Background: an optimization exercise with open tools, aiming at small area, a short achievable clock period and few clock cycles per item. Do not read the settings as production practice. Where RTL was checked, it was by simulation tests only, not by an equivalence proof against the original. Function not checked in run 2: the RTL went through the layout flow alone.

File: run.sh
#!/bin/bash
# synth_recipe.tcl (not shown) runs the flow's synth.tcl, then flattens the netlist and writes it again
# the make line also repeats each setting of config.mk as NAME=value (left out here)
make -C /OpenROAD-flow-scripts/flow DESIGN_CONFIG=/design/flow/config.mk WORK_HOME=/design/flow/orfs CLKGATE_MAP_FILE= SYNTH_SCRIPT=/design/flow/synth_recipe.tcl finish
File: config.mk
export PLATFORM = sky130hd
export DESIGN_NAME = pid_eval
export DESIGN_NICKNAME = pid_eval
export VERILOG_FILES = /design/flow/design.v
export SDC_FILE = /design/flow/constraint.sdc
export NUM_CORES = 4
export LEC_CHECK = 0
export ABC_AREA = 1
export CAP_MARGIN = 20
export CORE_MARGIN = 2
export CORE_UTILIZATION = 40
export SETUP_SLACK_MARGIN = 3.5
export SLEW_MARGIN = 20
File: constraint.sdc
create_clock -name core_clock -period 20.0 [get_ports {clk}]
set_input_delay 4.0000 -clock core_clock [delete_from_list [all_inputs] [get_ports {clk}]]
set_output_delay 4.0000 -clock core_clock [all_outputs]
set_load 0.01 [all_outputs]
File: design.v
module fp_round (
    input  wire              sign,
    input  wire signed [9:0] e,
    input  wire [25:0]       sig,
    input  wire              sticky,
    output wire [31:0]       res
);
    wire        sub  = (e <= 10'sd0);
    wire [9:0]  rsh  = 10'sd1 - e;                      
    wire        big  = (rsh > 10'd26);
    wire [25:0] ssh  = big ? 26'd0 : (sig >> rsh[4:0]);
    wire        slo  = big ? 1'b1 : ((sig & ~({26{1'b1}} << rsh[4:0])) != 0);
    wire [25:0] s    = sub ? ssh : sig;
    wire        st   = sticky | (sub & slo);
    wire [7:0]  eo   = sub ? 8'd0 : e[7:0];
    wire        rup  = s[1] & (s[0] | st | s[2]);
    wire [30:0] mag  = {eo, s[24:2]} + {30'd0, rup};
    wire        ovf  = (e >= 10'sd255);
    assign res = ovf ? {sign, 8'hFF, 23'd0} : {sign, mag};
endmodule
module fp_add_h1 (
    input  wire [31:0] a,
    input  wire [31:0] b,
    output wire [65:0] m
);
    wire a_max = (a[30:23] == 8'hFF);
    wire b_max = (b[30:23] == 8'hFF);
    wire a_nan = a_max && (a[22:0] != 0);
    wire b_nan = b_max && (b[22:0] != 0);
    wire a_inf = a_max && (a[22:0] == 0);
    wire b_inf = b_max && (b[22:0] == 0);
    wire sub   = a[31] ^ b[31];
    wire [1:0] spec = (a_nan || b_nan || (a_inf && b_inf && sub)) ? 2'd1 :
                      (a_inf || b_inf) ? 2'd2 : 2'd0;
    wire       ssgn = a_inf ? a[31] : b[31];
    wire       a_n = (a[30:23] != 0);
    wire       b_n = (b[30:23] != 0);
    wire [7:0] ea  = {a[30:24], a[23] | ~a_n};
    wire [7:0] eb  = {b[30:24], b[23] | ~b_n};
    wire [8:0] dab = {1'b0, ea} - {1'b0, eb};
    wire [8:0] dba = {1'b0, eb} - {1'b0, ea};
    wire        swap = (b[30:0] > a[30:0]);
    wire        sx   = swap ? b[31] : a[31];
    wire [7:0]  ex   = swap ? eb : ea;
    wire [23:0] mx   = swap ? {b_n, b[22:0]} : {a_n, a[22:0]};
    wire [23:0] mz   = swap ? {a_n, a[22:0]} : {b_n, b[22:0]};
    wire [7:0]  d    = swap ? dba[7:0] : dab[7:0];
    wire        d01  = swap ? (dba[7:1] == 0) : (dab[7:1] == 0);
    wire [26:0] zx   = {mz, 3'b000};
    wire        dbig = (d > 8'd26);
    wire [26:0] zal  = dbig ? 27'd0 : (zx >> d[4:0]);
    wire        zst  = dbig ? (mz != 0) : ((zx & ~({27{1'b1}} << d[4:0])) != 0);
    assign m = {spec, ssgn, a[31] & b[31], sx, sub, d01, ex, mx, zal[26:1], zal[0] | zst};
endmodule
module fp_add_h2 (
    input  wire [65:0] m,
    output reg  [31:0] y
);
    wire [1:0]  spec = m[65:64];
    wire        ssgn = m[63];
    wire        zsgn = m[62];
    wire        sx   = m[61];
    wire        sub  = m[60];
    wire        d01  = m[59];
    wire [7:0]  ex   = m[58:51];
    wire [23:0] mx   = m[50:27];
    wire [26:0] zas  = m[26:0];
    wire [26:0] xal  = {mx, 3'b000};
    wire [27:0] sum  = {1'b0, xal} + ({1'b0, zas} ^ {28{sub}}) + {27'd0, sub};
    reg [26:0] fn;
    reg [7:0]  fe;
    always @(*) begin
        if (sum[27]) begin
            fn = {sum[27:2], sum[1] | sum[0]};
            fe = ex + 8'd1;
        end else if (sum[26]) begin
            fn = sum[26:0];
            fe = ex;
        end else if (sub) begin
            fn = {sum[25:0], 1'b0};
            fe = ex - 8'd1;
        end else begin
            fn = sum[26:0];           
            fe = 8'd0;
        end
    end
    wire        rup  = fn[2] & (fn[1] | fn[0] | fn[3]);
    wire [30:0] fmag = {fe, fn[25:3]} + {30'd0, rup};
    wire        fovf = sum[27] && (ex == 8'd254);
    wire [24:0] dn   = {mx, 1'b0} - zas[26:2];
    reg  [4:0]  lz;
    integer i;
    always @(*) begin
        lz = 5'd25;
        for (i = 0; i < 25; i = i + 1)
            if (dn[i]) lz = 5'd24 - i[4:0];
    end
    wire [7:0]  exm1 = ex - 8'd1;
    wire [4:0]  sh   = ({3'd0, lz} > exm1) ? exm1[4:0] : lz;
    wire [24:0] nn   = dn << sh;
    wire [7:0]  ne   = nn[24] ? ex - {3'd0, sh} : 8'd0;
    wire        near = sub & d01 & ~dn[24];
    always @(*) begin
        if (spec == 2'd1)
            y = 32'h7FC00000;
        else if (spec == 2'd2)
            y = {ssgn, 8'hFF, 23'd0};
        else if (near) begin
            if (dn == 25'd0)
                y = {zsgn, 31'd0};
            else
                y = {sx, ne, nn[23:1]};
        end else if (fovf)
            y = {sx, 8'hFF, 23'd0};
        else
            y = {sx, fmag};
    end
endmodule
module fp_mul (
    input  wire [31:0] a,
    input  wire [31:0] b,
    input  wire        na,
    input  wire        nb,
    input  wire [23:0] nm,
    input  wire [4:0]  nlz,
    output reg  [31:0] y
);
    wire a_max  = (a[30:23] == 8'hFF);
    wire b_max  = (b[30:23] == 8'hFF);
    wire a_nan  = a_max && (a[22:0] != 0);
    wire b_nan  = b_max && (b[22:0] != 0);
    wire a_inf  = a_max && (a[22:0] == 0);
    wire b_inf  = b_max && (b[22:0] == 0);
    wire a_n    = (a[30:23] != 0);
    wire b_n    = (b[30:23] != 0);
    wire a_zero = ~a_n && (a[22:0] == 0);
    wire b_zero = ~b_n && (b[22:0] == 0);
    wire tiny   = ~a_n && ~b_n;        
    wire sgn    = a[31] ^ b[31];
    wire [23:0] ma   = na ? nm : {a_n, a[22:0]};
    wire [23:0] mb   = nb ? nm : {b_n, b[22:0]};
    wire [47:0] prod = ma * mb;
    wire signed [9:0] e0 = $signed({2'd0, a[30:24], a[23] | ~a_n}) + $signed({2'd0, b[30:24], b[23] | ~b_n})
                         - $signed({5'd0, nlz}) - 10'sd127;
    wire        hi  = prod[47];
    wire [25:0] sig = hi ? prod[47:22] : prod[46:21];
    wire        st  = hi ? (prod[21:0] != 0) : (prod[20:0] != 0);
    wire signed [9:0] e = hi ? e0 + 10'sd1 : e0;
    wire [31:0] rnd;
    fp_round u_round (.sign(sgn), .e(e), .sig(sig), .sticky(st), .res(rnd));
    always @(*) begin
        if (a_nan || b_nan || (a_zero && b_inf) || (a_inf && b_zero))
            y = 32'h7FC00000;
        else if (a_inf || b_inf)
            y = {sgn, 8'hFF, 23'd0};
        else if (a_zero || b_zero || tiny)
            y = {sgn, 31'd0};
        else
            y = rnd;
    end
endmodule
module fp_div (
    input  wire        clk,
    input  wire        rst,
    input  wire        pre,
    input  wire [31:0] bin,
    input  wire        start,
    input  wire [31:0] a,
    input  wire [31:0] b,
    output wire        done,
    output wire [31:0] y
);
    reg               a_sign;
    reg        [7:0]  a_exp;
    reg               a_mz;         
    reg        [1:0]  spec;         
    reg signed [9:0]  adj;          
    reg        [29:0] ws, wc;       
    reg        [23:0] dvs;          
    reg        [23:0] qp, qn;       
    reg               cnt;          
    reg               norm;         
    reg               first;
    reg               busy;
    wire b_n    = (b[30:23] != 0);
    wire a_max  = (a_exp == 8'hFF);
    wire b_max  = (b[30:23] == 8'hFF);
    wire a_nan  = a_max && !a_mz;
    wire b_nan  = b_max && (b[22:0] != 0);
    wire a_inf  = a_max && a_mz;
    wire b_inf  = b_max && (b[22:0] == 0);
    wire a_zero = (a_exp == 0) && a_mz;
    wire b_zero = (b[30:0] == 0);
    reg [1:0] spec_now;
    always @(*) begin
        if (a_nan || b_nan || (a_zero && b_zero) || (a_inf && b_inf))
            spec_now = 2'd1;
        else if (a_inf || b_zero)
            spec_now = 2'd2;
        else if (a_zero || b_inf)
            spec_now = 2'd3;
        else
            spec_now = 2'd0;
    end
    wire        a_n = (a[30:23] != 0);
    wire        nrm = ws[23] & dvs[23];
    wire [29:0] d1  = {4'd0, dvs, 2'b00};       
    wire [29:0] d2  = {3'd0, dvs, 3'b000};      
    reg signed [6:0] m2, m1, m0, mn1;
    always @(*) begin
        case (dvs[22:20])
            3'd0: begin m2 = 12; m1 = 3; m0 = -5; mn1 = -13; end
            3'd1: begin m2 = 14; m1 = 4; m0 = -6; mn1 = -15; end
            3'd2: begin m2 = 15; m1 = 4; m0 = -6; mn1 = -16; end
            3'd3: begin m2 = 16; m1 = 4; m0 = -7; mn1 = -18; end
            3'd4: begin m2 = 18; m1 = 5; m0 = -8; mn1 = -20; end
            3'd5: begin m2 = 19; m1 = 5; m0 = -8; mn1 = -21; end
            3'd6: begin m2 = 20; m1 = 5; m0 = -9; mn1 = -23; end
            3'd7: begin m2 = 22; m1 = 6; m0 = -10; mn1 = -25; end
            default: begin m2 = 0; m1 = 0; m0 = 0; mn1 = 0; end
        endcase
    end
    reg  [29:0] s, c, x, s4, c4, s_2, c_2;
    reg  [33:0] p, n;
    reg  [27:0] p_2, n_2;
    reg signed [6:0] est;
    reg         qp2, qp1, qn1, qn2;
    integer j;
    always @(*) begin
        s = ws;
        c = wc;
        p = {10'd0, qp};
        n = {10'd0, qn};
        s_2 = 30'd0; c_2 = 30'd0; p_2 = 28'd0; n_2 = 28'd0;
        for (j = 0; j < 5; j = j + 1) begin
            s4  = {s[27:0], 2'b00};
            c4  = {c[27:0], 2'b00};
            est = s4[28:22] + c4[28:22];
            qp2 = (est >= m2);
            qp1 = ~qp2 & (est >= m1);
            qn2 = (est < mn1);
            qn1 = ~qn2 & (est < m0);
            x   = qp2 ? ~d2 : qp1 ? ~d1 : qn1 ? d1 : qn2 ? d2 : 30'd0;
            s   = s4 ^ c4 ^ x;
            c   = {((s4 & c4) | (s4 & x) | (c4 & x)), 1'b0} | {29'd0, qp2 | qp1};
            p   = {p[31:0], qp2, qp1};
            n   = {n[31:0], qn2, qn1};
            if (j == 1) begin
                s_2 = s; c_2 = c; p_2 = p[27:0]; n_2 = n[27:0];
            end
        end
    end
    wire fast = a_n & dvs[23];
    reg  [29:0] ls, lc, lx, ls4, lc4;
    reg  [3:0]  lp, ln;
    reg signed [6:0] lest;
    reg         lqp2, lqp1, lqn1, lqn2;
    integer l;
    always @(*) begin
        ls = {6'd0, 1'b1, a[22:0]};
        lc = 30'd0;
        lp = 4'd0;
        ln = 4'd0;
        for (l = 0; l < 2; l = l + 1) begin
            ls4  = {ls[27:0], 2'b00};
            lc4  = {lc[27:0], 2'b00};
            lest = ls4[28:22] + lc4[28:22];
            lqp2 = (lest >= m2);
            lqp1 = ~lqp2 & (lest >= m1);
            lqn2 = (lest < mn1);
            lqn1 = ~lqn2 & (lest < m0);
            lx   = lqp2 ? ~d2 : lqp1 ? ~d1 : lqn1 ? d1 : lqn2 ? d2 : 30'd0;
            ls   = ls4 ^ lc4 ^ lx;
            lc   = {((ls4 & lc4) | (ls4 & lx) | (lc4 & lx)), 1'b0} | {29'd0, lqp2 | lqp1};
            lp   = {lp[1:0], lqp2, lqp1};
            ln   = {ln[1:0], lqn2, lqn1};
        end
    end
    always @(posedge clk) begin
        if (pre)
            dvs <= {bin[30:23] != 0, bin[22:0]};
        if (rst) begin
            busy <= 1'b0;
        end else if (start) begin
            a_sign <= a[31];
            a_exp  <= a[30:23];
            a_mz   <= (a[22:0] == 23'd0);
            adj    <= 10'sd0;
            first  <= 1'b1;
            busy   <= 1'b1;
            cnt    <= 1'b0;
            norm   <= ~fast;
            if (fast) begin
                ws <= ls;
                wc <= lc;
                qp <= {20'd0, lp};
                qn <= {20'd0, ln};
            end else begin
                ws <= {6'd0, a_n, a[22:0]};
                wc <= 30'd0;
                qp <= 24'd0;
                qn <= 24'd0;
            end
        end else if (busy) begin
            if (first) begin
                first <= 1'b0;
                spec  <= spec_now;
                if (spec_now != 2'd0)
                    busy <= 1'b0;
            end
            if (norm) begin
                if (!nrm) begin
                    if (!ws[23])
                        ws <= ws << 1;
                    if (!dvs[23])
                        dvs <= dvs << 1;
                    adj <= adj - {9'd0, ~ws[23]} + {9'd0, ~dvs[23]};
                end else begin
                    ws   <= s_2;
                    wc   <= c_2;
                    qp   <= p_2[23:0];
                    qn   <= n_2[23:0];
                    norm <= 1'b0;
                end
            end else begin
                ws  <= s;
                wc  <= c;
                qp  <= p[23:0];
                qn  <= n[23:0];
                cnt <= 1'b1;
                if (cnt)
                    busy <= 1'b0;
            end
        end
    end
    assign done = ~busy;
    wire [29:0] w   = s_2 + c_2;
    wire [29:0] wd  = s_2 + c_2 + d1;
    wire        neg = w[29];
    wire [27:0] qm1 = p_2 + ~n_2;               
    wire [27:0] quo = neg ? qm1 : qm1 + 28'd1;
    wire        rz  = neg ? (wd == 30'd0) : (w == 30'd0);
    wire        hi  = quo[26];
    wire [25:0] sig = hi ? quo[26:1] : quo[25:0];
    wire        stk = ~rz | (hi & quo[0]);
    wire signed [9:0] e = $signed({2'd0, a_exp[7:1], a_exp[0] | (a_exp == 0)})
                        - $signed({2'd0, b[30:24], b[23] | ~b_n}) + adj
                        + (hi ? 10'sd127 : 10'sd126);
    wire [31:0] rnd;
    fp_round u_round (
        .sign  (a_sign ^ b[31]),
        .e     (e),
        .sig   (sig),
        .sticky(stk),
        .res   (rnd)
    );
    assign y = (spec == 2'd1) ? 32'h7FC00000 :
               (spec == 2'd2) ? {a_sign ^ b[31], 8'hFF, 23'd0} :
               (spec == 2'd3) ? {a_sign ^ b[31], 31'd0} : rnd;
endmodule
module pid_eval (
    input  wire        clk,
    input  wire        rst,
    input  wire        start,
    input  wire [31:0] sp,
    input  wire [31:0] meas,
    input  wire [31:0] kp,
    input  wire [31:0] ki,
    input  wire [31:0] kd,
    input  wire [31:0] bias,
    input  wire [31:0] dt,
    output wire        ready,
    output reg         done,
    output wire [31:0] out,
    output wire [31:0] integral,
    output wire [31:0] prev_err
);
    localparam IDLE = 0,    
               ERR  = 1,    
               DE   = 2,    
               INT  = 3,    
               I    = 4,    
               PI   = 5,    
               D    = 6,    
               PID  = 7,    
               OUT  = 8;    
    reg [8:0]  st;
    reg [31:0] r_kp, r_ki, r_kd, r_bias, r_dt;
    reg [31:0] ra, rb;
    reg [31:0] r_int, r_prev;
    reg [65:0] mid;
    wire [31:0] add_y;
    wire [31:0] h1_a = st[IDLE] ? sp :
                       st[INT]  ? r_int :
                       st[D]    ? ra : add_y;
    wire [31:0] h1_b = st[IDLE] ? {~meas[31], meas[30:0]} :
                       st[ERR]  ? {~r_prev[31], r_prev[30:0]} :
                       st[PID]  ? r_kp :
                       st[OUT]  ? r_bias : rb;
    wire [65:0] h1_m;
    fp_add_h1 u_add1 (.a(h1_a), .b(h1_b), .m(h1_m));
    fp_add_h2 u_add2 (.m(mid), .y(add_y));
    wire [31:0] mul_a = st[DE]  ? r_dt :
                        st[INT] ? r_kp :
                        st[PI]  ? r_ki : r_kd;
    wire [31:0] mul_b = (st[DE] | st[INT]) ? ra :
                        st[PI]               ? r_int : r_kp;
    reg         nsa, nsb;
    reg  [23:0] nm;
    reg  [4:0]  nlz;
    wire [31:0] mul_y;
    fp_mul u_mul (.a(mul_a), .b(mul_b), .na(nsa), .nb(nsb), .nm(nm), .nlz(nlz), .y(mul_y));
    wire a_sub = (mul_a[30:23] == 8'd0) && (mul_a[22:0] != 23'd0);
    wire b_sub = (mul_b[30:23] == 8'd0) && (mul_b[22:0] != 23'd0);
    wire stall = (st[DE] | st[INT] | st[PI] | st[D]) & (a_sub ^ b_sub) & ~(nsa | nsb);
    wire [22:0] sm = a_sub ? mul_a[22:0] : mul_b[22:0];
    reg  [4:0]  slz;
    integer i;
    always @(*) begin
        slz = 5'd0;
        for (i = 0; i < 23; i = i + 1)
            if (sm[i]) slz = 5'd23 - i[4:0];
    end
    wire        div_done;
    wire [31:0] div_y;
    fp_div u_div (
        .clk  (clk),
        .rst  (rst),
        .pre  (st[IDLE] & start),
        .bin  (dt),
        .start(st[DE] & ~stall),
        .a    (add_y),
        .b    (r_dt),
        .done (div_done),
        .y    (div_y)
    );
    assign ready    = st[IDLE];
    assign out      = add_y;
    assign integral = r_int;
    assign prev_err = r_prev;
    wire adv = ~stall & (~st[PI] | div_done);
    always @(posedge clk) begin
        done <= 1'b0;
        if (!stall)
            mid <= h1_m;
        if (rst) begin
            st     <= 9'd1 << IDLE;
            r_int  <= 32'd0;
            r_prev <= 32'd0;
            nsa    <= 1'b0;
            nsb    <= 1'b0;
        end else begin
            if (stall) begin
                nm  <= {1'b0, sm} << slz;
                nlz <= slz;
                nsa <= a_sub;
                nsb <= b_sub;
            end else begin
                nsa <= 1'b0;
                nsb <= 1'b0;
                nlz <= 5'd0;
            end
            if (st[IDLE] & start) begin
                r_kp   <= kp;
                r_ki   <= ki;
                r_kd   <= kd;
                r_bias <= bias;
                r_dt   <= dt;
            end
            if (adv) begin
                if (st[ERR])           ra <= add_y;
                if (st[INT])           ra <= mul_y;
                if (st[DE] | st[PI])   rb <= mul_y;
                if (st[PI])            r_kp <= div_y;
                if (st[D])             r_kp <= mul_y;
                if (st[I])             r_int <= add_y;
                if (st[DE])            r_prev <= ra;
                if (st[OUT])           done <= 1'b1;
                if (st[IDLE])
                    st <= start ? (9'd1 << ERR) : (9'd1 << IDLE);
                else if (st[OUT])
                    st <= 9'd1 << IDLE;
                else
                    st <= st << 1;
            end
        end
    end
endmodule
==> results of run 1 <==
[per-layer routing]
metal	up-vias	GRT usage
met5	-	0
met4	22	0.265
met3	1244	0.0921
met2	4843	0.601
met1	42444	0.481
li1	39201	-
[worst min-delay path by stage]
stage                                 start                 endpoint  slack, ps
floorplan                st[4]$_SDFFE_PP0P_       st[4]$_SDFFE_PP0P_        460
global placement    r_prev[16]$_SDFFE_PP0P_  r_prev[16]$_SDFFE_PP0P_        470
detailed placement  r_prev[16]$_SDFFE_PP0P_  r_prev[16]$_SDFFE_PP0P_        470
CTS                 r_prev[16]$_SDFFE_PP0P_  r_prev[16]$_SDFFE_PP0P_        480
global route        r_prev[16]$_SDFFE_PP0P_  r_prev[16]$_SDFFE_PP0P_        500
finish              r_prev[16]$_SDFFE_PP0P_  r_prev[16]$_SDFFE_PP0P_        480
[Yosys cell counts (all sizes together) (170+ instances only)]
cell	instances
a21oi	629
buf	170
clkbuf	382
edfxtp	442
fa	631
ha	589
inv	1718
nand2	2838
nand3	896
nor2	913
o21ai	876
xor2	217
[repair_timing]
| action | in CTS | in global routing |
|---|---|---|
| setup buffers | 72 | 64 |
| gates cloned | 2 | 6 |
| setup endpoints to repair | 84 | 89 |
| pin swaps | 63 | 111 |
| resized for setup | 145 | 235 |
| hold endpoints to repair | 0 | 0 |
| hold buffers | 0 | 0 |
[metrics by stage]
stage / setup WS [ps] / hold slack, ps
floorplan: 3550 / 458
global placement: 1030 / 473
detailed placement: 1010 / 470
CTS: 3510 / 480
global route: 2820 / 504
finish: 3510 / 481
[registers in the layout (all words and copies together) (netlist names), 23 cells and up]
signal	count
r_int	32
r_prev	32
rb	32
u_div.qp	23
mid	66
u_div.wc	25
r_bias	32
nm	24
r_dt	32
r_kd	32
u_div.ws	27
u_div.dvs	24
r_kp	32
r_ki	32
ra	32
u_div.qn	23
[final cells by class]
| class | instances | share of cell area |
|---|---|---|
| Tap cell | 2688 | 0.0355 |
| Clock inverter | 45 | 0.00620 |
| Clock buffer | 99 | 0.0224 |
| Timing Repair Buffer | 712 | 0.0693 |
| Timing Repair inverter | 1 | 0.000172 |
| Multi-Input combinational cell | 8826 | 0.630 |
| Inverter | 1766 | 0.0708 |
| Antenna cell | 10 | 0.000265 |
| Sequential cell | 558 | 0.165 |
[critical path: cells and delay by family (launching register included)]
family | cells | cell delay (ps)
buffers and inverters | 18 | 2240
DFF | 1 | 410
AOI/OAI and AO/OA | 33 | 4450
and+or+nand+nor | 16 | 1640
xor gates and xnor gates | 4 | 980
adders and majority gates | 17 | 6400
[cells by family (layout without fill, tap and decap cells)]
logic type      Yosys count  count (layout)  share of synthesized area
xor+xnor                297             297                     0.0321
fa+ha+maj              1220            1220                      0.242
mux                      11              11                    0.00133
other cells               1              11                  0.0000453
flops                   558             558                      0.188
simple gates           5009            5009                      0.259
buf+inv                2318            2623                      0.110
compound gates         2288            2288                      0.168
==> Implementation_results.wiki, run 1 <==
{| class="wikitable"
! Metric !! Value
|-
| Outcome || no timing/DRC/antenna violations
|-
| Worst setup startpoint || u_div.wc[20]$_DFFE_PP_
|-
| Post-synthesis sequential area ratio || 0.188
|-
| WL met3 || 41500 µm
|-
| Final hold vios || 0
|-
| Top_reg_cell synth || sky130_fd_sc_hd__edfxtp_1
|-
| Proportion of register bits with asynchronous set or reset after synthesis || 0
|-
| Post-place instance area || 88900 µm²
|-
| FILL cells || 21.0k
|-
| Clock Pin Slew Worst Setup and Hold Paths || 70 ps
|-
| Max-cap check violation count || 0
|-
| First-pass GRT wire length || 596000 µm
|-
| TritonCTS clock tree || yes
|-
| Highest clock frequency the design can meet || 60.6 MHz
|-
| Syn-to-layout area delta || 14.3%
|-
| Die extent in x || 459 µm
|-
| Wire length on met2 || 184000 µm
|-
| Reg2reg end || u_div.ws[8]$_DFFE_PP_
|-
| FF+latch count, synth || 558
|-
| Worst slew pin tran || 1330 ps
|-
| Routed wirelength normalized by instance count || 28.8 µm
|-
| Total wire length after detailed routing || 424000 µm
|-
| Worst min-delay path category || reg2reg
|-
| Launch instance of the worst register-to-register path || u_div.wc[20]$_DFFE_PP_
|-
| Summed negative setup slack over all endpoints || 0 ps
|-
| Die footprint || 211000 µm²
|-
| Count of final max-slew check failures || 0
|-
| RSZ-0062 raised after global routing || yes
|-
| Peak per-stage delay on the critical path || 560 ps
|-
| Nature of the critical path endpoint || register
|-
| Number of clock buffers inserted by TritonCTS || 78
|-
| Synth Instances || 11.7k
|-
| Number of cells after detailed placement || 14.4k
|-
| Syn Nets || 13.1k
|-
| Arr. time, crit path || 16960 ps
|-
| Post-Syn Area per Cell || 7.07 µm²
|-
| Clock network latency to the later pin of the worst-skew pair || 770 ps
|-
| # IOs || 325
|-
| Footprint of the multi-input gates || 59600 µm²
|-
| Setup slack of the worst register-to-register path || 3510 ps
|-
| Startpoint-to-endpoint class of the critical path || reg2reg
|-
| Post-synth EDFFs || 442
|-
| Min Clock Period, post-route || 16490 ps
|-
| Worst Clk Skew || 75.1 ps
|-
| Routed metal-1 wirelength || 161000 µm
|-
| Final standard cell count with taps included and fillers excluded || 14.7k
|-
| Routed via count divided by cell count || 5.97
|-
| Clock tree buffer depth || 3
|-
| Number of nets in the layout || 13.4k
|-
| Final weighted congestion in routability-driven placement || 1.02
|-
| CTS Root Cell || sky130_fd_sc_hd__clkbuf_16
|-
| Number of design rule violations left after detail routing || 0
|-
| Most used cells in the layout excluding fill and tap cells || sky130_fd_sc_hd__nand2_1 (2723), sky130_fd_sc_hd__inv_1 (1623), sky130_fd_sc_hd__nand3_1 (874)
|-
| Port-buffer cells || 324
|-
| Synth top area cells || sky130_fd_sc_hd__edfxtp_1 (16%), sky130_fd_sc_hd__fa_1 (15%), sky130_fd_sc_hd__nand2_1 (13%)
|-
| Crit Path Max Fanout || 12
|-
| Number of distinct library cells after synthesis || 92
|-
| Starting density of the core || 0.403
|-
| Layout cells sized above 1 || 0.0974
|-
| Combined area of all synthesized cells || 82700 µm²
|-
| Hold-critical path depth || 2
|-
| Cell with the largest stage delay on the worst path || sky130_fd_sc_hd__fa_1
|-
| Required time at the endpoint of the critical path || 20470 ps
|-
| Count of yosys warnings during synthesis || 4
|-
| Critical Path Sink || u_div.ws[8]$_DFFE_PP_
|-
| Final Cycle Share || 0.824
|-
| Most area-hungry cell type in the Yosys netlist || sky130_fd_sc_hd__edfxtp_1
|-
| Number of setup violations in the final report || 0
|-
| Logic depth of the worst register-to-register path || 88
|-
| Critical Path Most Common Cell || sky130_fd_sc_hd__fa_2
|-
| H-tree levels || 3
|-
| Max-slew headroom at the worst pin || 0.104
|-
| Top metal layer carrying routed signals || met5
|-
| Post-route core utilization || 0.461
|-
| Die height || 459 µm
|-
| DRC marker count from the first detailed-route iteration || 10.8k
|-
| Maximum number of pins on one net before global-route repair || 78
|-
| Number of antenna-violating nets in the routed design || 0
|-
| Vias in the first global route || 83.5k
|-
| Sequential standard cell area || 15600 µm²
|-
| Post-layout instance area || 94600 µm²
|-
| Fraction of synthesized cell area taken by the top area cell type || 0.160
|-
| Area inside the core boundary || 205000 µm²
|-
| Total congestion overflow after global routing || 0
|-
| Total Routing Usage GR || 0.389
|-
| Initial antenna violation count || 28
|-
| Count of standard-cell rows || 166
|-
| Via total after detailed routing || 87.8k
|-
| 1st-pass router iterations || 7
|-
| HPWL after DPL || 333000 µm
|-
| Type of origin of the critical path || register
|-
| Clk sinks || 558
|-
| Most common library cell in the layout ignoring fill and taps || sky130_fd_sc_hd__nand2_1
|}
Testbench counts, summed over its fixed seeds: cycles 43,200, items 4,800.
==> inputs of run 2 (changes only) <==
--- a/design.v
+++ b/design.v
@@ -413,13 +413,5 @@
     wire a_sub = (mul_a[30:23] == 8'd0) && (mul_a[22:0] != 23'd0);
     wire b_sub = (mul_b[30:23] == 8'd0) && (mul_b[22:0] != 23'd0);
-    wire stall = (st[DE] | st[INT] | st[PI] | st[D]) & (a_sub ^ b_sub) & ~(nsa | nsb);
-    wire [22:0] sm = a_sub ? mul_a[22:0] : mul_b[22:0];
-    reg  [4:0]  slz;
-    integer i;
-    always @(*) begin
-        slz = 5'd0;
-        for (i = 0; i < 23; i = i + 1)
-            if (sm[i]) slz = 5'd23 - i[4:0];
-    end
+    wire stall = (st[DE] | st[INT] | st[PI] | st[D]) & (a_sub ^ b_sub) & ~((nsa | nsb) & nm[23]);
     wire        div_done;
     wire [31:0] div_y;
@@ -429,5 +421,5 @@
         .pre  (st[IDLE] & start),
         .bin  (dt),
-        .start(st[DE] & ~stall),
+        .start(st[DE] & ~dstarted),
         .a    (add_y),
         .b    (r_dt),
@@ -440,8 +432,9 @@
     assign prev_err = r_prev;
     wire adv = ~stall & (~st[PI] | div_done);
+    reg dstarted;
     always @(posedge clk) begin
         done <= 1'b0;
-        if (!stall)
-            mid <= h1_m;
+        mid      <= h1_m;
+        dstarted <= st[DE];
         if (rst) begin
             st     <= 9'd1 << IDLE;
@@ -452,8 +445,13 @@
         end else begin
             if (stall) begin
-                nm  <= {1'b0, sm} << slz;
-                nlz <= slz;
-                nsa <= a_sub;
-                nsb <= b_sub;
+                if (!(nsa | nsb)) begin
+                    nm  <= {1'b0, a_sub ? mul_a[22:0] : mul_b[22:0]} << 1;
+                    nlz <= 5'd1;
+                    nsa <= a_sub;
+                    nsb <= b_sub;
+                end else begin
+                    nm  <= nm << 1;
+                    nlz <= nlz + 5'd1;
+                end
             end else begin
                 nsa <= 1'b0;
--- a/config.mk
+++ b/config.mk
@@ -10,4 +10,5 @@
 export CORE_MARGIN = 2
 export CORE_UTILIZATION = 40
-export SETUP_SLACK_MARGIN = 3.5
+export SETUP_SLACK_MARGIN = 5
 export SLEW_MARGIN = 20
+export TNS_END_PERCENT = 5
==> Implementation_results.wiki, run 2 <==
{| class="wikitable"
! Metric !! Value
|-
| Count of standard-cell rows || 164
|-
| Number of setup violations in the final report || 0
|-
| Via total after detailed routing || 85.7k
|-
| Post-Syn Area per Cell || 6.96 µm²
|-
| Critical Path Most Common Cell || sky130_fd_sc_hd__a21oi_1
|-
| Peak per-stage delay on the critical path || 520 ps
|-
| Startpoint-to-endpoint class of the critical path || reg2reg
|-
| Clock network latency to the later pin of the worst-skew pair || 750 ps
|-
| DRC marker count from the first detailed-route iteration || 10.1k
|-
| Top_reg_cell synth || sky130_fd_sc_hd__edfxtp_1
|-
| Routed wirelength normalized by instance count || 27.6 µm
|-
| Arr. time, crit path || 16980 ps
|-
| Area inside the core boundary || 200000 µm²
|-
| Summed negative setup slack over all endpoints || 0 ps
|-
| Top-count cell post-synth || sky130_fd_sc_hd__nand2_1
|-
| Cell with the largest stage delay on the worst path || sky130_fd_sc_hd__fa_1
|-
| Synth top area cells || sky130_fd_sc_hd__fa_1 (16%), sky130_fd_sc_hd__edfxtp_1 (14%), sky130_fd_sc_hd__nand2_1 (13%)
|-
| Combined area of all synthesized cells || 80500 µm²
|-
| Die extent in x || 453 µm
|-
| Worst Clk Skew || 50.6 ps
|-
| # IOs || 325
|-
| Syn-to-layout area delta || 14.6%
|-
| Required time at the endpoint of the critical path || 20440 ps
|-
| Final hold vios || 0
|-
| Starting density of the core || 0.403
|-
| Clk sinks || 558
|-
| Number of clock buffers inserted by TritonCTS || 75
|-
| Highest clock frequency the design can meet || 60.4 MHz
|-
| Routed via count divided by cell count || 5.90
|-
| FF+latch count, synth || 558
|-
| RSZ-0062 raised after global routing || yes
|-
| Die height || 453 µm
|-
| Maximum number of pins on one net before global-route repair || 72
|-
| Fraction of synthesized cell area taken by the top area cell type || 0.157
|-
| Outcome || no timing/DRC/antenna violations
|-
| Post-synthesis sequential area ratio || 0.185
|-
| Max-slew headroom at the worst pin || 0.139
|-
| Min Clock Period, post-route || 16550 ps
|-
| Syn Nets || 13.0k
|-
| Post-synth EDFFs || 375
|-
| HPWL after DPL || 319000 µm
|-
| Count of yosys warnings during synthesis || 4
|-
| Nature of the critical path endpoint || register
|-
| CTS Root Cell || sky130_fd_sc_hd__clkbuf_16
|-
| Worst min-delay path category || reg2reg
|-
| Layout cells sized above 1 || 0.0827
|-
| Die footprint || 205000 µm²
|-
| Number of distinct library cells after synthesis || 87
|-
| Most used cells in the layout excluding fill and tap cells || sky130_fd_sc_hd__nand2_1 (2794), sky130_fd_sc_hd__inv_1 (1662), sky130_fd_sc_hd__nand3_1 (835)
|-
| Final Cycle Share || 0.827
|-
| Number of nets in the layout || 13.2k
|-
| Final weighted congestion in routability-driven placement || 1.07
|-
| Top cells by instance count after synthesis || sky130_fd_sc_hd__nand2_1 (2811), sky130_fd_sc_hd__inv_1 (1705), sky130_fd_sc_hd__nand3_1 (835)
|-
| Total wire length after detailed routing || 402000 µm
|-
| Most common library cell in the layout ignoring fill and taps || sky130_fd_sc_hd__nand2_1
|-
| Count of final max-slew check failures || 0
|-
| Total Routing Usage GR || 0.382
|-
| Proportion of register bits with asynchronous set or reset after synthesis || 0
|-
| Port-buffer cells || 324
|-
| Worst slew pin tran || 1280 ps
|-
| Register containing the most flip-flops in the final layout || mid
|-
| Vias in the first global route || 81.6k
|-
| Number of design rule violations left after detail routing || 0
|-
| H-tree levels || 3
|-
| Total congestion overflow after global routing || 0
|-
| First-pass GRT wire length || 573000 µm
|-
| Post-route core utilization || 0.462
|-
| 1st-pass router iterations || 12
|-
| Clock tree buffer depth || 3
|-
| Crit Path Max Fanout || 7
|-
| Type of origin of the critical path || register
|-
| Number of buffers added to fix hold violations after cts || 0
|-
| TritonCTS clock tree || yes
|-
| Number of flip-flops under the largest register name || 66
|-
| Most area-hungry cell type in the Yosys netlist || sky130_fd_sc_hd__fa_1
|-
| Initial antenna violation count || 29
|-
| Max-cap check violation count || 0
|-
| Clock Pin Slew Worst Setup and Hold Paths || 70 ps
|-
| Synth Instances || 11.6k
|-
| Number of antenna-violating nets in the routed design || 0
|}
[run 2: repair_timing]
action	in CTS	in global routing
pin swaps	73	14
endpoints found under the setup margin	133	151
buffers inserted	88	40
cloned	10	3
hold endpoints to repair	0	0
resized for setup	185	58
[run 2: layout make-up]
class	instances	area, µm²
multi-input combinational	8676	58000
timing repair buffer	692	6290
tap	2656	3320
clock inverter	53	668
timing repair inverter	6	40.0
fill	20609	108000
antenna	25	62.6
sequential	558	14900
inverter	1792	6850
clock buffer	86	2010
[run 2: kinds of logic after synthesis]
family | Yosys count | share of synthesized area
flip-flops | 558 | 0.185
XOR/XNOR | 294 | 0.0332
multiplexers | 10 | 0.00124
buffers and inverters | 2327 | 0.110
AND/OR/NAND/NOR | 4887 | 0.255
AO/OA/AOI/OAI | 2261 | 0.167
adder cells (fa/ha/maj) | 1221 | 0.249
[run 2: through the flow]
stage / instance area (µm²) / instances / setup WS (ps) / hold WS [ps]
after global routing: 92200 / 14528 / 2530 / 509
after global placement: 87100 / 14236 / 1870 / 471
final: 92200 / 14544 / 3450 / 493
after floorplan: 80900 / 11558 / 4820 / 329
after detailed placement: 87100 / 14236 / 1730 / 484
after CTS: 91500 / 14473 / 3440 / 494
[run 2: worst paths after layout]
path / slack, ps / startpoint / cells after the start / end
setup / recovery: 3450 / u_div.ws[20]$_DFFE_PP_ / 88 / u_div.ws[17]$_DFFE_PP_
hold / removal: 490 / r_prev[2]$_SDFFE_PP0P_ / 2 / r_prev[2]$_SDFFE_PP0P_
setup reg to reg: 3450 / u_div.ws[20]$_DFFE_PP_ / 88 / u_div.ws[17]$_DFFE_PP_
hold reg to reg: 490 / r_prev[2]$_SDFFE_PP0P_ / 2 / r_prev[2]$_SDFFE_PP0P_
[run 2: critical path, delay by kind of cell (launching register included)]
| family | cells | cell delay [ps] |
|---|---|---|
| buffers and inverters | 15 | 1860 |
| adders and majority gates | 18 | 6420 |
| AOI/OAI and AO/OA | 34 | 4660 |
| DFF | 1 | 410 |
| xor gates and xnor gates | 5 | 950 |
| and+or+nand+nor | 16 | 1940 |
[run 2: metal layers]
metal  up-vias  share of wire  track usage
li1      38536              -            -
met1     41395           0.38        0.469
met2      4651           0.45        0.601
met3      1139          0.084       0.0700
met4        20          0.089        0.274
met5         -        0.00036            0
==> inputs of run 3 (changes only) <==
--- a/design.v
+++ b/design.v
@@ -336,9 +336,8 @@
     assign done = ~busy;
     wire [29:0] w   = s_2 + c_2;
-    wire [29:0] wd  = s_2 + c_2 + d1;
+    wire [29:0] nd1 = ~d1 + 30'd1;
     wire        neg = w[29];
-    wire [27:0] qm1 = p_2 + ~n_2;               
-    wire [27:0] quo = neg ? qm1 : qm1 + 28'd1;
-    wire        rz  = neg ? (wd == 30'd0) : (w == 30'd0);
+    wire [27:0] quo = p_2 + ~n_2 + {27'd0, ~neg};    
+    wire        rz  = (w == (neg ? nd1 : 30'd0));
     wire        hi  = quo[26];
     wire [25:0] sig = hi ? quo[26:1] : quo[25:0];
--- a/config.mk
+++ b/config.mk
@@ -9,5 +9,5 @@
 export CAP_MARGIN = 20
 export CORE_MARGIN = 2
-export CORE_UTILIZATION = 40
+export CORE_UTILIZATION = 50
 export SETUP_SLACK_MARGIN = 5
 export SLEW_MARGIN = 20
==> Implementation_results.wiki, run 3 <==
{| class="wikitable"
! Metric !! Value
|-
| Proportion of register bits with asynchronous set or reset after synthesis || 0
|-
| Nature of the critical path endpoint || register
|-
| FF+latch count, synth || 558
|-
| Combined area of all synthesized cells || 78700 µm²
|-
| Number of flip-flops under the largest register name || 66
|-
| Crit Path Max Fanout || 11
|-
| RSZ-0062 raised after global routing || yes
|-
| Worst slew pin tran || 1270 ps
|-
| Synth top area cells || sky130_fd_sc_hd__fa_1 (16%), sky130_fd_sc_hd__edfxtp_1 (14%), sky130_fd_sc_hd__nand2_1 (12%)
|-
| Highest clock frequency the design can meet || 60.1 MHz
|-
| Syn Nets || 12.6k
|-
| Final standard cell count with taps included and fillers excluded || 13.5k
|-
| Post-synth EDFFs || 375
|-
| First-pass GRT wire length || 558000 µm
|-
| Die height || 401 µm
|-
| Number of nets in the layout || 12.8k
|-
| Syn-to-layout area delta || 14.3%
|-
| Final hold vios || 0
|-
| Count of yosys warnings during synthesis || 4
|-
| Count of standard-cell rows || 145
|-
| Initial antenna violation count || 32
|-
| Vias in the first global route || 81.2k
|-
| Peak per-stage delay on the critical path || 540 ps
|-
| Number of design rule violations left after detail routing || 0
|-
| Clock Pin Slew Worst Setup and Hold Paths || 60 ps
|-
| TritonCTS clock tree || yes
|-
| Total congestion overflow after global routing || 0
|-
| Clock network latency to the later pin of the worst-skew pair || 710 ps
|-
| Cell with the largest stage delay on the worst path || sky130_fd_sc_hd__fa_2
|-
| Die extent in x || 401 µm
|-
| Summed negative setup slack over all endpoints || 0 ps
|-
| Via total after detailed routing || 86.1k
|-
| Top-count cell post-synth || sky130_fd_sc_hd__nand2_1
|-
| Arr. time, crit path || 17040 ps
|-
| Type of origin of the critical path || register
|-
| Final Cycle Share || 0.832
|-
| Top_reg_cell synth || sky130_fd_sc_hd__edfxtp_1
|-
| Number of cells after detailed placement || 13.2k
|-
| Count of final max-slew check failures || 0
|-
| Max-slew headroom at the worst pin || 0.144
|-
| Top cells by instance count after synthesis || sky130_fd_sc_hd__nand2_1 (2615), sky130_fd_sc_hd__inv_1 (1579), sky130_fd_sc_hd__o21ai_0 (790)
|-
| Total Routing Usage GR || 0.472
|-
| Outcome || no timing/DRC/antenna violations
|-
| Most common library cell in the layout ignoring fill and taps || sky130_fd_sc_hd__nand2_1
|-
| Die footprint || 161000 µm²
|-
| Min Clock Period, post-route || 16640 ps
|-
| H-tree levels || 3
|-
| Number of setup violations in the final report || 0
|-
| Synth Instances || 11.1k
|-
| Area inside the core boundary || 156000 µm²
|-
| Number of distinct library cells after synthesis || 90
|-
| DRC marker count from the first detailed-route iteration || 12.6k
|-
| CTS Root Cell || sky130_fd_sc_hd__clkbuf_16
|-
| Number of clock buffers inserted by TritonCTS || 73
|-
| # IOs || 325
|-
| Worst min-delay path category || reg2reg
|-
| Register containing the most flip-flops in the final layout || mid
|-
| Worst Clk Skew || 44.0 ps
|-
| Fraction of synthesized cell area taken by the top area cell type || 0.161
|-
| Number of antenna-violating nets in the routed design || 0
|-
| Starting density of the core || 0.504
|-
| HPWL after DPL || 303000 µm
|-
| Maximum number of pins on one net before global-route repair || 80
|-
| Number of buffers added to fix hold violations after cts || 0
|-
| Post-Syn Area per Cell || 7.07 µm²
|-
| Required time at the endpoint of the critical path || 20400 ps
|-
| Post-synthesis sequential area ratio || 0.190
|-
| Routed via count divided by cell count || 6.38
|-
| Clk sinks || 558
|-
| Critical Path Most Common Cell || sky130_fd_sc_hd__ha_4
|-
| Startpoint-to-endpoint class of the critical path || reg2reg
|-
| Total wire length after detailed routing || 390000 µm
|-
| Most used cells in the layout excluding fill and tap cells || sky130_fd_sc_hd__nand2_1 (2575), sky130_fd_sc_hd__inv_1 (1522), sky130_fd_sc_hd__nor2_1 (740)
|-
| Final weighted congestion in routability-driven placement || 1.10
|-
| 1st-pass router iterations || 10
|-
| Port-buffer cells || 324
|-
| Clock tree buffer depth || 3
|-
| Max-cap check violation count || 0
|-
| Layout cells sized above 1 || 0.0929
|-
| Most area-hungry cell type in the Yosys netlist || sky130_fd_sc_hd__fa_1
|-
| Routed wirelength normalized by instance count || 29.0 µm
|}
[run 3: cell count changes after synthesis, moves of 26 or more]
cell	previous run	this run
sky130_fd_sc_hd__nand3_1	835	698
sky130_fd_sc_hd__xor2_1	208	182
sky130_fd_sc_hd__inv_1	1705	1579
sky130_fd_sc_hd__nand2_1	2811	2615
sky130_fd_sc_hd__o21ai_1	89	123
sky130_fd_sc_hd__nor2_1	821	788
sky130_fd_sc_hd__o21ai_0	742	790
sky130_fd_sc_hd__o22ai_1	154	108
[run 3: final timing paths]
check	from	end	cells past startpoint	slack, ps
worst max register to register	u_div.ws[20]$_DFFE_PP_	u_div.ws[8]$_DFFE_PP_	88	3360
worst min-delay path	r_prev[29]$_SDFFE_PP0P_	r_prev[29]$_SDFFE_PP0P_	2	490
worst max-delay path	u_div.ws[20]$_DFFE_PP_	u_div.ws[8]$_DFFE_PP_	88	3360
worst min register to register	r_prev[29]$_SDFFE_PP0P_	r_prev[29]$_SDFFE_PP0P_	2	490
[run 3: cell type report]
cell class	instances	area, µm²
Sequential cell	558	14900
Clock buffer	88	1920
Clock inverter	44	448
Inverter	1676	6410
Antenna cell	15	37.5
Multi-Input combinational cell	8370	57400
Timing Repair Buffer	671	6130
Tap cell	2058	2570
Timing Repair inverter	8	60.1
Fill cell	14634	66300
[run 3: through the flow]
step | hold slack (ps) | util | area, µm² | setup WS [ps]
finish | 493 | 0.575 | 89900 | 3360
global route | 513 | 0.575 | 89900 | 2780
CTS | 488 | 0.569 | 88900 | 3690
detailed placement | 479 | 0.540 | 84400 | 510
global placement | 474 | 0.540 | 84400 | 715
floorplan | 329 | - | 79200 | 4670
[run 3: timing repair]
| item | in CTS | in global routing |
|---|---|---|
| gates resized for setup | 252 | 144 |
| pin swaps | 123 | 103 |
| setup endpoints to repair | 124 | 148 |
| setup buffers | 107 | 35 |
| cloned | 20 | 0 |
[run 3: kinds of logic after synthesis]
logic type | Yosys count | share of synthesized area
fa+ha+maj | 1196 | 0.250
mux | 21 | 0.00267
xor+xnor | 276 | 0.0313
simple gates | 4514 | 0.241
buf+inv | 2210 | 0.107
flops | 558 | 0.190
compound gates | 2356 | 0.178
[run 3: routing by layer]
| layer | vias to the layer above | track usage | part of all wire |
|---|---|---|---|
| li1 | 37297 | - | - |
| met1 | 40680 | 0.564 | 0.35 |
| met2 | 6376 | 0.692 | 0.41 |
| met3 | 1667 | 0.172 | 0.14 |
| met4 | 32 | 0.356 | 0.097 |
| met5 | - | 0 | 0.00065 |
[run 3: critical path: cells and delay by family, from the launching register on]
kind                     cells  cell delay (ps)
adder cells (fa/ha/maj)     18             6350
flip-flops                   1              500
AND/OR/NAND/NOR             21             2730
buffers and inverters       15             1670
AO/OA/AOI/OAI               30             4210
XOR/XNOR                     4              880
Testbench counts of run 3, summed over its fixed seeds: cycles 43,200, items 4,800.
==> inputs of run 4 (changes only) <==
--- a/config.mk
+++ b/config.mk
@@ -9,5 +9,6 @@
 export CAP_MARGIN = 20
 export CORE_MARGIN = 2
-export CORE_UTILIZATION = 50
+export CORE_UTILIZATION = 40
+export PLACE_DENSITY = 0.7
 export SETUP_SLACK_MARGIN = 5
 export SLEW_MARGIN = 20
==> Implementation_results.wiki, run 4 <==
{| class="wikitable"
! Metric !! Value
|-
| Worst min-delay path category || reg2reg
|-
| Arr. time, crit path || 17230 ps
|-
| Post-route core utilization || 0.466
|-
| Via total after detailed routing || 84.1k
|-
| Port-buffer cells || 324
|-
| Maximum number of pins on one net before global-route repair || 98
|-
| Syn Nets || 12.6k
|-
| Post-place instance area || 85400 µm²
|-
| Number of antenna-violating nets in the routed design || 0
|-
| H-tree levels || 3
|-
| Clock network latency to the later pin of the worst-skew pair || 720 ps
|-
| Initial antenna violation count || 32
|-
| Setup slack of the worst register-to-register path || 3200 ps
|-
| Register containing the most flip-flops in the final layout || mid
|-
| Number of clock buffers inserted by TritonCTS || 67
|-
| Count of final max-slew check failures || 0
|-
| Top_reg_cell synth || sky130_fd_sc_hd__edfxtp_1
|-
| Max-cap check violation count || 0
|-
| Total wire length after detailed routing || 376000 µm
|-
| Highest clock frequency the design can meet || 59.5 MHz
|-
| Hold wc startpoint || r_prev[7]$_SDFFE_PP0P_
|-
| Nature of the critical path endpoint || register
|-
| Layout cells sized above 1 || 0.0968
|-
| Post-synth EDFFs || 375
|-
| Startpoint-to-endpoint class of the critical path || reg2reg
|-
| Clk sinks || 558
|-
| Summed negative setup slack over all endpoints || 0 ps
|-
| Proportion of register bits with asynchronous set or reset after synthesis || 0
|-
| HPWL after DPL || 288000 µm
|-
| Type of origin of the critical path || register
|-
| FILL cells || 19.6k
|-
| Die footprint || 200000 µm²
|-
| Peak per-stage delay on the critical path || 500 ps
|-
| Crit Path Max Fanout || 9
|-
| Starting density of the core || 0.403
|-
| Cell with the largest stage delay on the worst path || sky130_fd_sc_hd__fa_2
|-
| Logic depth of the worst register-to-register path || 92
|-
| Count of standard-cell rows || 162
|-
| Total congestion overflow after global routing || 0
|-
| Die height || 447 µm
|-
| Outcome || no timing/DRC/antenna violations
|-
| Number of nets in the layout || 12.8k
|-
| Total Routing Usage GR || 0.366
|-
| Area inside the core boundary || 195000 µm²
|-
| Number of flip-flops under the largest register name || 66
|-
| Fraction of synthesized cell area taken by the top area cell type || 0.161
|-
| Combined area of all synthesized cells || 78700 µm²
|-
| Number of design rule violations left after detail routing || 0
|-
| Routed via count divided by cell count || 5.95
|-
| Critical Path Most Common Cell || sky130_fd_sc_hd__buf_4
|-
| DRC marker count from the first detailed-route iteration || 11.9k
|-
| Die extent in x || 447 µm
|-
| Synth Instances || 11.1k
|-
| Top-count cell post-synth || sky130_fd_sc_hd__nand2_1
|-
| Most area-hungry cell type in the Yosys netlist || sky130_fd_sc_hd__fa_1
|-
| Critical Path Sink || u_div.ws[11]$_DFFE_PP_
|-
| Post-Syn Area per Cell || 7.07 µm²
|-
| Final weighted congestion in routability-driven placement || 1.09
|-
| Synth top area cells || sky130_fd_sc_hd__fa_1 (16%), sky130_fd_sc_hd__edfxtp_1 (14%), sky130_fd_sc_hd__nand2_1 (12%)
|-
| Hold-critical path depth || 2
|-
| TritonCTS clock tree || yes
|-
| First-pass GRT wire length || 535000 µm
|-
| Clock tree buffer depth || 3
|-
| Worst slew pin tran || 1310 ps
|-
| RSZ-0062 raised after global routing || yes
|-
| # IOs || 325
|-
| Number of setup violations in the final report || 0
|-
| FF+latch count, synth || 558
|-
| Final Cycle Share || 0.840
|-
| Number of distinct library cells after synthesis || 90
|-
| Worst Clk Skew || 59.7 ps
|-
| Vias in the first global route || 77.6k
|-
| Count of yosys warnings during synthesis || 4
|-
| Clock Pin Slew Worst Setup and Hold Paths || 70 ps
|-
| Post-synthesis sequential area ratio || 0.190
|-
| Max-slew headroom at the worst pin || 0.126
|-
| Final hold vios || 0
|-
| Worst setup startpoint || u_div.ws[20]$_DFFE_PP_
|-
| Post-layout instance area || 90900 µm²
|-
| Required time at the endpoint of the critical path || 20430 ps
|-
| Launch instance of the worst register-to-register path || u_div.ws[20]$_DFFE_PP_
|-
| CTS Root Cell || sky130_fd_sc_hd__clkbuf_16
|-
| Fin Hold WS || 491 ps
|-
| Routed wirelength normalized by instance count || 26.6 µm
|-
| Syn-to-layout area delta || 15.6%
|-
| 1st-pass router iterations || 12
|-
| Most used cells in the layout excluding fill and tap cells || sky130_fd_sc_hd__nand2_1 (2571), sky130_fd_sc_hd__inv_1 (1527), sky130_fd_sc_hd__nor2_1 (752)
|-
| Most common library cell in the layout ignoring fill and taps || sky130_fd_sc_hd__nand2_1
|-
| Top cells by instance count after synthesis || sky130_fd_sc_hd__nand2_1 (2615), sky130_fd_sc_hd__inv_1 (1579), sky130_fd_sc_hd__o21ai_0 (790)
|-
| Min Clock Period, post-route || 16800 ps
|-
| Reg2reg end || u_div.ws[11]$_DFFE_PP_
|}
-- run 4: cell counts after synthesis --
No cell type changed its count.
-- run 4: worst min-delay path by stage --
stage	slack [ps]	endpoint
floorplan	330	dstarted$_DFF_P_
global placement	470	r_prev[7]$_SDFFE_PP0P_
detailed placement	470	r_prev[7]$_SDFFE_PP0P_
CTS	490	r_prev[7]$_SDFFE_PP0P_
global route	510	r_prev[7]$_SDFFE_PP0P_
finish	490	r_prev[7]$_SDFFE_PP0P_
-- run 4: layout make-up --
cell class                 instances  area [µm²]  area share
multi-input combinational       8369       57400       0.631
sequential                       558       14900       0.164
timing repair buffer             739        6610      0.0726
inverter                        1676        6420      0.0706
tap                             2624        3280      0.0361
clock buffer                      91        1860      0.0204
clock inverter                    32         364     0.00400
antenna                           25        62.6    0.000688
timing repair inverter             7        50.0    0.000550
-- run 4: per-layer routing --
metal / up-vias / routed length, µm / global-route usage
met3: 1642 / 48900 / 0.129
met5: - / 471 / 0.00977
met1: 39174 / 131000 / 0.429
met4: 28 / 40600 / 0.315
li1: 37381 / - / -
met2: 5841 / 155000 / 0.528
-- run 4: cells by family (layout without fill, tap and decap cells) --
kind of cell	Yosys count	in the layout	synth area share
simple gates	4514	4520	0.241
fa+ha+maj	1196	1196	0.250
other cells	0	25	0
buf+inv	2210	2545	0.107
compound gates	2356	2356	0.178
mux	21	21	0.00267
xor+xnor	276	276	0.0313
flops	558	558	0.190
-- run 4: worst max-delay path: cells and delay by family (launching register included) --
kind	cells	cell delay, ps
xor gates and xnor gates	5	1030
DFF	1	470
and+or+nand+nor	19	2630
adders and majority gates	17	5960
buffers and inverters	25	3150
AOI/OAI and AO/OA	26	3250
-- run 4: through the flow --
step / setup slack, ps / std cells
3_5_place_dp: 1020 / 13785
3_3_place_gp: 1040 / 13779
6_report: 3200 / 14121
2_1_floorplan: 4670 / 11131
4_1_cts: 3640 / 14026
5_1_grt: 2640 / 14103
-- run 4: what timing repair did --
action                                  CTS  global route
endpoints found under the setup margin  108           148
hold buffers                              0             0
gates resized for setup                 188           187
cloned                                   14             2
pin swaps                               100           119
setup buffers                           104            67
hold endpoints to repair                  0             0
==> inputs of run 5 (changes only) <==
--- a/config.mk
+++ b/config.mk
@@ -10,5 +10,4 @@
 export CORE_MARGIN = 2
 export CORE_UTILIZATION = 40
-export PLACE_DENSITY = 0.7
 export SETUP_SLACK_MARGIN = 5
 export SLEW_MARGIN = 20
==> Implementation_results.wiki, run 5 <==
{| class="wikitable"
! Metric !! Value
|-
| Outcome || no timing/DRC/antenna violations
|-
| Worst min-delay path category || reg2reg
|-
| Max-cap check violation count || 0
|-
| Clock Pin Slew Worst Setup and Hold Paths || 70 ps
|-
| Number of design rule violations left after detail routing || 0
|-
| Post-synthesis sequential area ratio || 0.190
|-
| Combined buffer and inverter count along the critical path || 17
|-
| Starting density of the core || 0.403
|-
| Nature of the critical path endpoint || register
|-
| TritonCTS clock tree || yes
|-
| Worst slew pin tran || 1350 ps
|-
| Number of nets in the layout || 12.8k
|-
| Peak per-stage delay on the critical path || 620 ps
|-
| Min Clock Period, post-route || 16540 ps
|-
| Crit Path Max Fanout || 28
|-
| Fin Hold WS || 494 ps
|-
| Number of setup violations in the final report || 0
|-
| Summed negative setup slack over all endpoints || 0 ps
|-
| Top-count cell post-synth || sky130_fd_sc_hd__nand2_1
|-
| Most common library cell in the layout ignoring fill and taps || sky130_fd_sc_hd__nand2_1
|-
| Layout cells sized above 1 || 0.0921
|-
| Highest clock frequency the design can meet || 60.5 MHz
|-
| Startpoint-to-endpoint class of the critical path || reg2reg
|-
| Total Routing Usage GR || 0.395
|-
| Proportion of register bits with asynchronous set or reset after synthesis || 0
|-
| Via total after detailed routing || 83.6k
|-
| Cell with the largest stage delay on the worst path || sky130_fd_sc_hd__fa_2
|-
| Die height || 447 µm
|-
| Clock network latency to the later pin of the worst-skew pair || 740 ps
|-
| Arr. time, crit path || 16970 ps
|-
| Syn-to-layout area delta || 15.3%
|-
| Synth Instances || 11.1k
|-
| Number of flip-flops under the largest register name || 66
|-
| Total wire length after detailed routing || 402000 µm
|-
| Type of origin of the critical path || register
|-
| H-tree levels || 3
|-
| Area inside the core boundary || 195000 µm²
|-
| Setup slack of the worst register-to-register path || 3460 ps
|-
| First-pass GRT wire length || 572000 µm
|-
| Routed wirelength normalized by instance count || 28.4 µm
|-
| Total congestion overflow after global routing || 0
|-
| Combined area of all synthesized cells || 78700 µm²
|-
| Number of distinct library cells after synthesis || 90
|-
| Post-Syn Area per Cell || 7.07 µm²
|-
| Clock tree buffer depth || 3
|-
| Port-buffer cells || 324
|-
| Slack of the critical path || 3460 ps
|-
| HPWL after DPL || 319000 µm
|-
| Maximum number of pins on one net before global-route repair || 79
|-
| Most area-hungry cell type in the Yosys netlist || sky130_fd_sc_hd__fa_1
|-
| Syn Nets || 12.6k
|-
| Die extent in x || 447 µm
|-
| Post-synth EDFFs || 375
|-
| Final standard cell count with taps included and fillers excluded || 14.1k
|-
| Family of cells with the greatest summed delay on the critical path || adder cells
|-
| Top cells by instance count after synthesis || sky130_fd_sc_hd__nand2_1 (2615), sky130_fd_sc_hd__inv_1 (1579), sky130_fd_sc_hd__o21ai_0 (790)
|-
| Number of clock buffers inserted by TritonCTS || 74
|-
| Worst Clk Skew || 51.0 ps
|-
| Count of standard-cell rows || 162
|-
| Post-layout instance area || 90700 µm²
|-
| Count of yosys warnings during synthesis || 4
|-
| Number of cells after detailed placement || 13.8k
|-
| Synth top area cells || sky130_fd_sc_hd__fa_1 (16%), sky130_fd_sc_hd__edfxtp_1 (14%), sky130_fd_sc_hd__nand2_1 (12%)
|-
| Initial antenna violation count || 49
|-
| Post-place instance area || 85800 µm²
|-
| FF+latch count, synth || 558
|-
| Final weighted congestion in routability-driven placement || 1.04
|-
| Number of antenna-violating nets in the routed design || 0
|-
| Top_reg_cell synth || sky130_fd_sc_hd__edfxtp_1
|-
| Count of final max-slew check failures || 0
|-
| Final Cycle Share || 0.827
|-
| Most used cells in the layout excluding fill and tap cells || sky130_fd_sc_hd__nand2_1 (2581), sky130_fd_sc_hd__inv_1 (1541), sky130_fd_sc_hd__nor2_1 (751)
|-
| Routed via count divided by cell count || 5.92
|-
| Max-slew headroom at the worst pin || 0.0956
|-
| 1st-pass router iterations || 9
|-
| Fraction of synthesized cell area taken by the top area cell type || 0.161
|-
| Worst slack, placed || 1640 ps
|-
| Vias in the first global route || 80.3k
|-
| # IOs || 325
|-
| Die footprint || 200000 µm²
|-
| RSZ-0062 raised after global routing || yes
|-
| Clk sinks || 558
|-
| Final hold vios || 0
|-
| CTS Root Cell || sky130_fd_sc_hd__clkbuf_16
|-
| Required time at the endpoint of the critical path || 20430 ps
|-
| Register containing the most flip-flops in the final layout || mid
|-
| DRC marker count from the first detailed-route iteration || 9573
|}
==> run 5: cell types whose count changed in the layout (fill, tap and decap cells not counted), moves of 6 or more <==
cell,before,now
sky130_fd_sc_hd__ha_1,525,536
sky130_fd_sc_hd__nand2_1,2571,2581
sky130_fd_sc_hd__diode_2,25,32
sky130_fd_sc_hd__o22ai_1,98,105
sky130_fd_sc_hd__clkbuf_16,69,75
sky130_fd_sc_hd__o21ai_0,736,744
sky130_fd_sc_hd__ha_4,32,23
sky130_fd_sc_hd__nand2_2,57,48
sky130_fd_sc_hd__inv_2,83,73
sky130_fd_sc_hd__inv_1,1527,1541
==> run 5: cell families after synthesis <==
family                     synth area share
and+or+nand+nor                       0.241
DFF                                   0.190
muxes                               0.00267
AOI/OAI and AO/OA                     0.178
adders and majority gates             0.250
buffers and inverters                 0.107
xor gates and xnor gates             0.0313
==> run 5: area by class of cell <==
cell class,count,area (µm²)
repair inverters,1,7.51
well taps,2624,3280
multi-input cells,8367,56900
diodes,32,80.1
inverters,1676,6370
clock inverters,42,475
flip-flops and latches,558,14900
clock buffers,94,2000
repair buffers,737,6660
fillers,20066,104000
==> run 5: repair_timing <==
item | in CTS | in global routing
endpoints found under the setup margin | 91 | 148
gates resized for setup | 196 | 75
buffers inserted | 102 | 24
pin swaps | 84 | 39
hold buffers | 0 | 0
cloned | 9 | 0
hold endpoints to repair | 0 | 0
==> run 5: path summary, 6_finish.rpt <==
kind,start,cells after the start,end
min,r_prev[17]$_SDFFE_PP0P_,2,r_prev[17]$_SDFFE_PP0P_
min reg2reg,r_prev[17]$_SDFFE_PP0P_,2,r_prev[17]$_SDFFE_PP0P_
max,u_div.ws[20]$_DFFE_PP_,92,u_div.ws[8]$_DFFE_PP_
max reg2reg,u_div.ws[20]$_DFFE_PP_,92,u_div.ws[8]$_DFFE_PP_
==> run 5: worst reg2reg max path: cells and delay by family, from the launching register on <==
family	cells	cell delay, ps
adders and majority gates	18	6090
xor gates and xnor gates	5	1040
DFF	1	470
buffers and inverters	17	1930
AOI/OAI and AO/OA	34	4840
and+or+nand+nor	18	1940
==> run 5: routing by layer <==
metal  vias up  part of all wire  global-route usage  wire length, µm
met2      4555              0.45               0.629           182000
met3      1234             0.084              0.0833            33700
met5         -           0.00049                   0              195
li1      37399                 -                   -                -
met1     40406              0.37               0.462           148000
met4        28             0.094               0.313            37800
==> run 5: per-stage QoR <==
step	util
final	0.465
after global routing	0.465
after CTS	0.462
after detailed placement	0.440
after global placement	0.440
after floorplan	-

afterwards: timing with drivers on the ports:
No port has a modelled driver above. Below, the same layouts with a new extraction and two added sets of constraints.
Step 1: set_driving_cell puts a clkbuf_16 on clk and a buf_2 on each other input, an assumption about the parent block.
Step 2 times the ports against the registers' clock, not the clock port: input delays grow and output delays shrink by t, the midpoint of the rising clock arrivals with the driver on.
a / b / c = ideal / step 1 / step 2; a / b = the first two.
run | t, ns | setup slack, ns | worst hold slack (ns) | worst data-port slew with drivers (ns)
run 1 | 0.820 | 3.511 / 3.511 / 3.511 | 0.481 / 0.481 / 0.481 | 0.22
run 2 | 0.805 | 3.451 / 3.451 / 3.451 | 0.493 / 0.493 / 0.493 | 0.19
run 3 | 0.784 | 3.359 / 3.359 / 3.359 | 0.493 / 0.493 / 0.493 | 0.12
run 4 | 0.779 | 3.202 / 3.202 / 3.202 | 0.491 / 0.491 / 0.491 | 0.25
run 5 | 0.803 | 3.462 / 3.462 / 3.462 | 0.494 / 0.494 / 0.494 | 0.23
After both steps setup and hold are still met in every run listed.
